What follows belongs to an exercise in optimizing a design on an open flow for a short achievable clock period and few clock cycles; a production flow would make more cautious choices.
The RTL was checked by simulation tests, not by an equivalence proof against the original design.
Power is estimated from default activity; no workload was simulated.

==> job 1449: inputs <==
// s3lcd_compositor
module s3lcd_compositor (
    input  wire        clk,
    input  wire        rst,
    input  wire        cmd_valid,
    output reg         cmd_ready,
    input  wire [7:0]  cmd_op,
    input  wire [31:0] cmd_x,
    input  wire [31:0] cmd_y,
    input  wire [31:0] cmd_w,
    input  wire [31:0] cmd_h,
    input  wire [15:0] cmd_color,
    input  wire [7:0]  cmd_alpha,
    input  wire [1:0]  cmd_wrap,       
    input  wire [31:0] cmd_src,        
    output reg         src_en,
    output reg  [31:0] src_addr,
    input  wire [15:0] src_data,
    output reg         rd_en,
    output reg  [11:0] rd_addr,
    input  wire [15:0] rd_data,
    output reg         wr_en,
    output reg  [11:0] wr_addr,
    output reg  [15:0] wr_data,
    output reg  [1:0]  rotation
);
Settings: LEC_CHECK=0, ABC_CLOCK_PERIOD_IN_PS=3000, CAP_MARGIN=20, CORE_MARGIN=2, CORE_UTILIZATION=55, CTS_CLUSTER_DIAMETER=200, CTS_CLUSTER_SIZE=20, PLACE_DENSITY=0.7, SLEW_MARGIN=20; clock period 10.0 ns.
standard.sh (not shown) runs the stock make flow with config.mk's settings and CLKGATE_MAP_FILE= SYNTH_SCRIPT=/design/flow/synth_recipe.tcl, a recipe that flattens the netlist after the stock synthesis.
==> flow/flow/run.sh <==
#!/bin/bash
# Standard ORFS layout (the standard.sh, unchanged synthesis), with the
# timing-repair steps asked to reach a larger setup margin at the design's
# own clock period and constraints. Each step's full output is in orfs/logs;
# make's own output is in flow_make.log.
set -euo pipefail
bash standard.sh SETUP_SLACK_MARGIN=7.8 finish > flow_make.log 2>&1
==> job 9455 (differences from job 1449) <==
--- a/flow/design.v
+++ b/flow/design.v
@@ -291,14 +291,12 @@
     wire [14:0] sc_r = pc_r + {qb_rh, 3'b0} + {3'b0, qb_rl};
     wire [15:0] sc_g = pc_g + {1'b0, qb_gh, 3'b0} + {4'b0, qb_gl};
     wire [14:0] sc_b = pc_b + {qb_bh, 3'b0} + {3'b0, qb_bl};
     wire [15:0] blended_c = {sc_r[12:8], sc_g[13:8], sc_b[12:8]};
     wire accept  = ~busy & cmd_valid;
-    wire i_noop  = ~(i_clr | i_line | i_fill | i_blit) | (~i_clr & (cmd_alpha == 8'd0));
-    wire i_rot   = (cmd_op == OP_SET_ROTATION);
     wire s1_done = st1 & (d_rot | ~d_draw | (a_zero & ~d_clr));
-    wire ready_n = busy ? (wdone | s1_done | (st2 & s_empty)) : (~cmd_valid | i_noop);
+    wire ready_n = busy ? (wdone | s1_done | (st2 & s_empty)) : ~cmd_valid;
     always @(posedge clk) begin
         if (!busy) begin
             c_x     <= cmd_x;
             c_y     <= cmd_y;
             c_w     <= cmd_w;
@@ -546,15 +544,11 @@
             rd_en  <= 1'b0;
             src_en <= 1'b0;
             wr_en  <= 1'b0;
             p1_v <= 1'b0; p2_v <= 1'b0; p3_v <= 1'b0;
         end else begin
-            st1   <= (accept & ~i_noop) | stfix;
-            if (accept & i_rot) begin
-                rotation <= cmd_x[1:0];
-                rot_i    <= 4'b0001 << cmd_x[1:0];
-            end
+            st1   <= accept | stfix;
             st2   <= 1'b0;
             stfix <= 1'b0;
             stba2 <= stba;
             st2d  <= st2;
             st1d  <= st1 & ~pass2;
@@ -570,10 +564,12 @@
             stdf  <= 1'b0;
             stmul <= 1'b0;
             if (accept) pass2 <= 1'b0;
             if (st1) begin
                 if (d_rot) begin
+                    rotation <= c_x[1:0];
+                    rot_i    <= 4'b0001 << c_x[1:0];
                 end else if (!d_draw || (a_zero && !d_clr)) begin
                 end else if (fast) begin
                     st2 <= 1'b1;
                 end else if (fixable) begin
                     stfix <= 1'b1;
==> flow/flow/run.sh (replaced) <==
#!/bin/bash
# Standard ORFS layout (the standard.sh, unchanged synthesis), with the
# timing-repair steps asked to reach a larger setup margin at the design's
# own clock period and constraints. Each step's full output is in orfs/logs;
# make's own output is in flow_make.log.
set -euo pipefail
bash standard.sh SETUP_SLACK_MARGIN=7.6 finish > flow_make.log 2>&1
--- a/flow/config.mk
+++ b/flow/config.mk
@@ -6,10 +6,8 @@
 export NUM_CORES = 4
 export LEC_CHECK = 0
 export ABC_CLOCK_PERIOD_IN_PS = 3000
 export CAP_MARGIN = 20
 export CORE_MARGIN = 2
-export CORE_UTILIZATION = 55
-export CTS_CLUSTER_DIAMETER = 200
-export CTS_CLUSTER_SIZE = 20
-export PLACE_DENSITY = 0.7
+export CORE_UTILIZATION = 50
+export PLACE_DENSITY = 0.65
 export SLEW_MARGIN = 20
==> job 7330 (differences from job 1449) <==
--- a/flow/design.v
+++ b/flow/design.v
@@ -291,14 +291,12 @@
     wire [14:0] sc_r = pc_r + {qb_rh, 3'b0} + {3'b0, qb_rl};
     wire [15:0] sc_g = pc_g + {1'b0, qb_gh, 3'b0} + {4'b0, qb_gl};
     wire [14:0] sc_b = pc_b + {qb_bh, 3'b0} + {3'b0, qb_bl};
     wire [15:0] blended_c = {sc_r[12:8], sc_g[13:8], sc_b[12:8]};
     wire accept  = ~busy & cmd_valid;
-    wire i_noop  = ~(i_clr | i_line | i_fill | i_blit) | (~i_clr & (cmd_alpha == 8'd0));
-    wire i_rot   = (cmd_op == OP_SET_ROTATION);
     wire s1_done = st1 & (d_rot | ~d_draw | (a_zero & ~d_clr));
-    wire ready_n = busy ? (wdone | s1_done | (st2 & s_empty)) : (~cmd_valid | i_noop);
+    wire ready_n = busy ? (wdone | s1_done | (st2 & s_empty)) : ~cmd_valid;
     always @(posedge clk) begin
         if (!busy) begin
             c_x     <= cmd_x;
             c_y     <= cmd_y;
             c_w     <= cmd_w;
@@ -546,15 +544,11 @@
             rd_en  <= 1'b0;
             src_en <= 1'b0;
             wr_en  <= 1'b0;
             p1_v <= 1'b0; p2_v <= 1'b0; p3_v <= 1'b0;
         end else begin
-            st1   <= (accept & ~i_noop) | stfix;
-            if (accept & i_rot) begin
-                rotation <= cmd_x[1:0];
-                rot_i    <= 4'b0001 << cmd_x[1:0];
-            end
+            st1   <= accept | stfix;
             st2   <= 1'b0;
             stfix <= 1'b0;
             stba2 <= stba;
             st2d  <= st2;
             st1d  <= st1 & ~pass2;
@@ -570,10 +564,12 @@
             stdf  <= 1'b0;
             stmul <= 1'b0;
             if (accept) pass2 <= 1'b0;
             if (st1) begin
                 if (d_rot) begin
+                    rotation <= c_x[1:0];
+                    rot_i    <= 4'b0001 << c_x[1:0];
                 end else if (!d_draw || (a_zero && !d_clr)) begin
                 end else if (fast) begin
                     st2 <= 1'b1;
                 end else if (fixable) begin
                     stfix <= 1'b1;
==> flow/flow/run.sh (replaced) <==
#!/bin/bash
# Standard ORFS layout (the standard.sh, unchanged synthesis), with the
# timing-repair steps asked to reach a larger setup margin at the design's
# own clock period and constraints. Each step's full output is in orfs/logs;
# make's own output is in flow_make.log.
set -euo pipefail
bash standard.sh SETUP_SLACK_MARGIN=7.6 finish > flow_make.log 2>&1
--- a/flow/config.mk
+++ b/flow/config.mk
@@ -6,10 +6,10 @@
 export NUM_CORES = 4
 export LEC_CHECK = 0
 export ABC_CLOCK_PERIOD_IN_PS = 3000
 export CAP_MARGIN = 20
 export CORE_MARGIN = 2
-export CORE_UTILIZATION = 55
+export CORE_UTILIZATION = 50
 export CTS_CLUSTER_DIAMETER = 200
 export CTS_CLUSTER_SIZE = 20
-export PLACE_DENSITY = 0.7
+export PLACE_DENSITY = 0.65
 export SLEW_MARGIN = 20
==> job 4460 (differences from job 1449) <==
==> flow/flow/run.sh (replaced) <==
#!/bin/bash
# Standard ORFS layout (the standard.sh, unchanged synthesis), with the
# timing-repair steps asked to reach a larger setup margin at the design's
# own clock period and constraints. Each step's full output is in orfs/logs;
# make's own output is in flow_make.log.
set -euo pipefail
bash standard.sh SETUP_SLACK_MARGIN=7.6 finish > flow_make.log 2>&1
--- a/flow/config.mk
+++ b/flow/config.mk
@@ -6,10 +6,10 @@
 export NUM_CORES = 4
 export LEC_CHECK = 0
 export ABC_CLOCK_PERIOD_IN_PS = 3000
 export CAP_MARGIN = 20
 export CORE_MARGIN = 2
-export CORE_UTILIZATION = 55
+export CORE_UTILIZATION = 50
 export CTS_CLUSTER_DIAMETER = 200
 export CTS_CLUSTER_SIZE = 20
-export PLACE_DENSITY = 0.7
+export PLACE_DENSITY = 0.65
 export SLEW_MARGIN = 20
==> comparison <==
Against job 7330, the count of clock-buffer cells in the layout of job 1449 is higher by 2.
Clock power: job 9455 is larger than job 1449 (about 70%).
Job 4460 went through all stages and came out clean. Job 9455 finished clean. Job 1449 ran to the end with no violations. Job 7330 went through all stages and came out clean.
The lowest cell area belongs to job 7330, the highest to job 1449.
In job 7330 the non-clock buffer count is higher than in job 4460, by 33.
Between job 7330 and job 1449, the lower clock skew is in job 7330 (gap 0.018 ns).
In job 4460 the synthesized cell count is higher than in job 9455, by about 0.34%.
Testbench counts of job 1449, summed over its fixed seeds: cycles 237,526.
Testbench counts of job 9455, summed over its fixed seeds: cycles 237,753.
Testbench counts of job 7330, summed over its fixed seeds: cycles 237,753.
Testbench counts of job 4460, summed over its fixed seeds: cycles 237,526.

[afterwards: timing with drivers on the ports]
How much do the figures lean on ideal ports? The routed layouts below were timed once more, with nothing changed but the port constraints.
Step 1 (the two cells are an assumption about what drives the block):
set clk [get_ports {clk}]
set_driving_cell -lib_cell sky130_fd_sc_hd__clkbuf_16 $clk
set_driving_cell -lib_cell sky130_fd_sc_hd__buf_2 [delete_from_list [all_inputs] $clk]
Step 2, shift: input delay + t, output delay - t, t = (earliest + latest rising clock arrival at the registers) / 2. This alone moves slack from input paths to output paths.
a / b / c = no drivers / after step 1 / after step 2; a / b = the first two.
| run | t, ns | setup slack, ns | worst setup path at the end | slew at the worst register clock pin (ns) | pins driven straight from the clock port |
|---|---|---|---|---|---|
| job 1449 | 0.821 | 6.711 / 6.627 / 6.294 | input to register | 0.10 / 0.10 | 1 |
| job 9455 | 0.927 | 6.632 / 6.538 / 6.544 | input to register | 0.07 / 0.07 | 1 |
| job 7330 | 0.850 | 6.664 / 6.572 / 6.550 | input to register | 0.11 / 0.11 | 1 |
| job 4460 | 0.843 | 6.731 / 6.645 / 6.363 | input to register | 0.10 / 0.10 | 1 |
After both steps every run listed still meets setup and hold. The setup slack of job 1449, which loses most, moves by -0.084 ns with the drivers and by -0.417 ns with both steps.
